This is an optimization exercise on Yosys and OpenROAD, whose aim is small area, a short achievable clock period and few clock cycles per item, not a production implementation.
The RTL was checked by simulation tests, not by an equivalence proof against the original design.
No activity file was given, so power comes from the tool's default toggle rates.

## flow/design.v (module list and top-level ports; edited modules follow where they fit)
// module sana_fa: 10 lines
// module sana_xnor: 7 lines
// module sana_or: 7 lines
// module sana_wen: 7 lines
// module sana_ha: 9 lines
// module sana_envbank: 1148 lines
module sana_envbank (
    input  wire        clk,
    input  wire        rst,
    input  wire        in_valid,
    output wire        in_ready,
    input  wire [2:0]  in_op,
    input  wire [1:0]  in_unit,
    input  wire [79:0] in_data,
    output reg         out_valid,
    output reg  [8:0]  out_state,
    output wire [47:0] out_value,
    output reg         out_err
);
  // ...
==> flow/flow/run.sh <==
#!/bin/bash
# Layout: the standard flow (its synthesis unchanged), with timing repair
# aiming at a shorter cycle than the 19 ns clock: the clock, the delays at the
# ports and every other constraint stay as they are. make's output goes to
# make_flow.log; ORFS keeps each step's log under orfs/logs.
set -euo pipefail
cd "$(dirname "$0")/.."
export SETUP_SLACK_MARGIN=14.0
export BUFFER_PORTS_ARGS="-buffer_cell sky130_fd_sc_hd__buf_2"
bash standard.sh > make_flow.log 2>&1
==> flow/standard.sh <==
#!/bin/bash
# synth_recipe.tcl (not shown) runs the flow's synth.tcl, then flattens the netlist and writes it again
# the make line also repeats each setting of config.mk as NAME=value (left out here)
make -C /OpenROAD-flow-scripts/flow DESIGN_CONFIG=/design/flow/config.mk WORK_HOME=/design/flow/orfs CLKGATE_MAP_FILE= SYNTH_SCRIPT=/design/flow/synth_recipe.tcl "${@:-finish}"
==> flow/config.mk <==
export PLATFORM = sky130hd
export DESIGN_NAME = sana_envbank
export DESIGN_NICKNAME = sana_envbank
export VERILOG_FILES = /design/flow/design.v
export SDC_FILE = /design/flow/constraint.sdc
export NUM_CORES = 4
export LEC_CHECK = 0
export CAP_MARGIN = 20
export CORE_MARGIN = 2
export CORE_UTILIZATION = 40
export CTS_CLUSTER_DIAMETER = 150
export CTS_CLUSTER_SIZE = 20
export SLEW_MARGIN = 20
export SYNTH_HIERARCHICAL = 1
export SYNTH_MINIMUM_KEEP_SIZE = 0
==> flow/constraint.sdc <==
create_clock -name core_clock -period 19.0 [get_ports {clk}]
set_input_delay 3.8000 -clock core_clock [delete_from_list [all_inputs] [get_ports {clk}]]
set_output_delay 3.8000 -clock core_clock [all_outputs]
set_load 0.01 [all_outputs]
==> results.json, run 1 <==
{
  "p_per_area_nw_per_um2": 62.6,
  "synth_top_area_frac": 0.286,
  "synth_flop_cell": "edfxtp_1",
  "synth_top_family_by_area": "adder cells",
  "placed_area_um2": 36500,
  "antenna_found_initial": 0,
  "area_share_nonclk_buffers": 0.0408,
  "outcome": "timing/DRC/antenna clean",
  "critPathKind": "reg -> out",
  "crit_family": "flip-flops",
  "num_tap_cells": 1155,
  "overflow": 0,
  "crit_slowest_cell": "edfxtp_1",
  "post-route-min-period_ps": 5010,
  "vias": 25200,
  "htree_levels": 2,
  "syn_area_per_cell_um2": 10.7,
  "port_buffers": 147,
  "die_w_um": 300,
  "synth_seq_area_share": 0.442,
  "yosys-mux-area-fraction": 0.0435,
  "largest_class": "multi-input gates",
  "buffers": 250,
  "fin_util": 0.440,
  "seqCellArea_um2": 15500,
  "setup_tns_ps": 0,
  "max-slew-margin-rel": 0.236,
  "synthTopCellsByArea": "edfxtp_1 (29%), fa_1 (16%), dfxtp_1 (16%), nand2_1 (6.3%), ha_1 (3.5%)",
  "worst_pin_slew_ps": 1140,
  "synthTopCellsByCount": "nand2_1 (589), edfxtp_1 (333), fa_1 (279)",
  "yosysTopAreaCell": "edfxtp_1",
  "clockBufferDepth": 3,
  "finalPower_mw": 2.39
}
Testbench counts, summed over its fixed seeds: cycles 36,512, items 32,000.
==> inputs of run 2 (changes only) <==
--- a/flow/config.mk
+++ b/flow/config.mk
@@ -8,8 +8,9 @@
 export CAP_MARGIN = 20
 export CORE_MARGIN = 2
 export CORE_UTILIZATION = 40
+export CTS_BUF_LIST = sky130_fd_sc_hd__clkbuf_8
 export CTS_CLUSTER_DIAMETER = 150
-export CTS_CLUSTER_SIZE = 20
+export CTS_CLUSTER_SIZE = 12
 export SLEW_MARGIN = 20
 export SYNTH_HIERARCHICAL = 1
 export SYNTH_MINIMUM_KEEP_SIZE = 0
==> results.json, run 2 <==
{
  "outcome": "timing/DRC/antenna clean",
  "clockBufferDepth": 3,
  "worstPathMaxFanout": 2,
  "final_max_slew_viol_count": 0,
  "max_stage_delay_ps": 450,
  "cts_tree": "built",
  "worst_skew_pair.late_latency_ps": 750,
  "hp-start": "q_sunit[1]",
  "drtAntennaViolNets": 0,
  "path_buf_inv": 1,
  "fin_nets": 3780,
  "fillers": 8117,
  "async_flop_share": 0,
  "reg2regPathDepth": 15,
  "finalPower_mw": 2.31,
  "synthTopCellsByCount": "nand2_1 (589), edfxtp_1 (333), fa_1 (279)",
  "rsz0062_at_grt": "true",
  "antenna_found_initial": 1,
  "drive_gt1_frac": 0.132,
  "ys_types": 88,
  "syn_area_per_cell_um2": 10.7,
  "first_pass_iters": 7,
  "dp_slack_ps": 13220,
  "most-common-layout-cells": "nand2_1 (587), edfxtp_1 (333), fa_1 (279)",
  "ir_drop_uv": 59.0,
  "cts-buffers-inserted": 56,
  "design.core.area_um2": 86600,
  "fin_util": 0.441,
  "initial_core_util": 0.404,
  "grt_pass1_vias": 24800,
  "synth-seq-cells": 606,
  "die_y_um": 300,
  "grt_pass1_wl_um": 155000,
  "report.final.setup_viol": 0,
  "netlist_area_um2": 35000,
  "drc": 0,
  "crit_family": "flip-flops",
  "port_buffers": 147,
  "vias": 25400,
  "overflow": 0,
  "htree_levels": 2,
  "crit_path_start": "value[45]",
  "total_leakage_power_nw": 12.1,
  "multi_input_area_um2": 18300,
  "synth_flop_cell": "edfxtp_1",
  "fin_cells": 4509,
  "synth_most_common_cell": "nand2_1",
  "post-route-min-period_ps": 5120,
  "drv_cap": 0,
  "area.growth.synth_to_final_pct": 9.36,
  "fp.dieArea_um2": 89800,
  "dp_cells": 4333,
  "p_per_area_nw_per_um2": 60.3,
  "pin_count": 148,
  "worstReg2RegStart": "q_t[1]",
  "skew_ps": 80.6,
  "drt-total-wl_um": 104000,
  "whs_path_depth": 0,
  "critPathKind": "reg -> out",
  "gp_congestion": 0.908,
  "max-slew-margin-rel": 0.254,
  "fin_ws_ps": 13880,
  "detail_route.iter0.violations": 2444,
  "ys_warn_count": 7,
  "synth_nets": 3725,
  "seqCellArea_um2": 15500,
  "fp-row-count": 108,
  "fmax_mhz": 195,
  "synth_seq_area_share": 0.442,
  "synthTopCellsByArea": "edfxtp_1 (29%), fa_1 (16%), dfxtp_1 (16%), nand2_1 (6.3%), ha_1 (3.5%)",
  "final_common_cell": "nand2_1",
  "critical_path_arrival_ps": 1320,
  "yosysTopAreaCell": "edfxtp_1",
  "grtUsageTotal": 0.227,
  "crit_slowest_cell": "edfxtp_1",
  "timing.final.crit_share": 0.269,
  "worst_pin_slew_ps": 1110,
  "vias_per_cell": 5.62,
  "worstHoldPathType": "reg -> reg",
  "cp-end-kind": "output port",
  "grt_max_degree": 47,
  "setup_tns_ps": 0,
  "synth_edf_count": 333,
  "clkSinkCount": 606,
  "worstSetupStartpointType": "flop",
  "path_depth": 1,
  "die_w_um": 300,
  "wl_per_cell_um": 23.0,
  "synth_top_area_frac": 0.286,
  "worstPathRequired_ps": 15200,
  "dp_hpwl_um": 75900,
  "clk_pin_slew_ps": 90,
  "synthCells": 3260,
  "cp_cell_sequence": "buf_2",
  "cts_root_buf": "clkbuf_8",
  "hold_violations": 0
}
==> run 2: cell counts after synthesis <==
No cell type changed its count.
==> run 2: logic make-up (layout without fill, tap and decap cells) <==
kind of cell,Yosys count,after routing,share of synthesized area
compound gates,656,656,0.121
xor+xnor,96,96,0.0241
fa+ha+maj,378,378,0.195
buf+inv,350,443,0.0384
flops,606,606,0.442
mux,130,130,0.0435
other cells,0,1,0
simple gates,1044,1044,0.135
==> run 2: what timing repair did <==
| item | in CTS | in global routing |
|---|---|---|
| buffers inserted | 33 | 46 |
| endpoints found under the setup margin | 120 | 118 |
| pin swaps | 0 | 3 |
| gates resized for setup | 35 | 31 |
| hold buffers | 0 | 0 |
==> run 2: power breakdown <==
part / internal [mW] / total [mW] / switching, mW
Clock: 0.277 / 0.728 / 0.451
Sequential: 1.40 / 1.43 / 0.0340
Combinational: 0.0514 / 0.148 / 0.0963
Total: 1.72 / 2.31 / 0.581
==> run 2: per-layer routing <==
layer	track usage	part of all wire
met3	0.0369	0.090
met4	0.0632	0.026
met2	0.360	0.46
met1	0.323	0.43
met5	0	0
==> run 2: path summary, 6_finish.rpt <==
check	slack, ps	end
worst max register to register	14170	m_sq[14]
worst max-delay path	13880	out_value[45]
worst min-delay path	260	m_sunit[1]
worst min register to register	260	m_sunit[1]
==> run 2: cell type report <==
type | count | area share
well taps | 1155 | 0.0378
flip-flops and latches | 606 | 0.406
diodes | 1 | 0.0000655
clock buffers | 56 | 0.0202
inverters | 79 | 0.00795
repair buffers | 268 | 0.0449
clock inverters | 40 | 0.00478
multi-input cells | 2304 | 0.478
==> run 2: worst register-to-register path: cells and delay by family (launching register included) <==
kind | cells | cell delay (ps)
AO/OA/AOI/OAI | 5 | 1300
XOR/XNOR | 1 | 120
adder cells (fa/ha/maj) | 5 | 2280
flip-flops | 1 | 440
AND/OR/NAND/NOR | 4 | 620
==> run 2: modules after synthesis (local to each module, per instance) <==
module        cells inside  flops+latches  times used  cell area, um^2
sana_envbank          2895            606           1            28800
sana_fa                  1              0         274             20.0
sana_or                  1              0          39             6.26
sana_wen                 1              0          12             6.26
sana_xnor                1              0          40             8.76
==> run 2: through the flow <==
stage	cell area [um^2]	hold WS, ps
after floorplan	35000	310
after global placement	36500	310
after detailed placement	36500	312
after CTS	37800	248
after global routing	38200	264
final	38200	262

-- separate check: timing with driven ports --
The flow's constraints put no driver on any port. The routed layouts listed below were extracted and timed again, unchanged, in two steps.
Step 1: set_driving_cell puts a clkbuf_16 on clk and a buf_2 on each other input, an assumption about the parent block.
Step 2 also shifts input and output timing later by t, the mid clock arrival at the registers, as if the neighbouring blocks saw the same clock.
Three values: no drivers, after step 1, after step 2; two values: the first two.
run	t, ns	slack for setup (ns)	latest minus earliest clock arrival (ns)	worst register clock-pin slew, ns
run 1	0.635	13.994 / 13.932 / 13.456	0.040 / 0.040	0.09 / 0.09
run 2	0.768	13.880 / 13.818 / 13.487	0.081 / 0.081	0.10 / 0.10
After both steps every run listed still meets setup and hold. The setup slack of run 1, which loses most, moves by -0.062 ns with the drivers and by -0.538 ns with both steps.
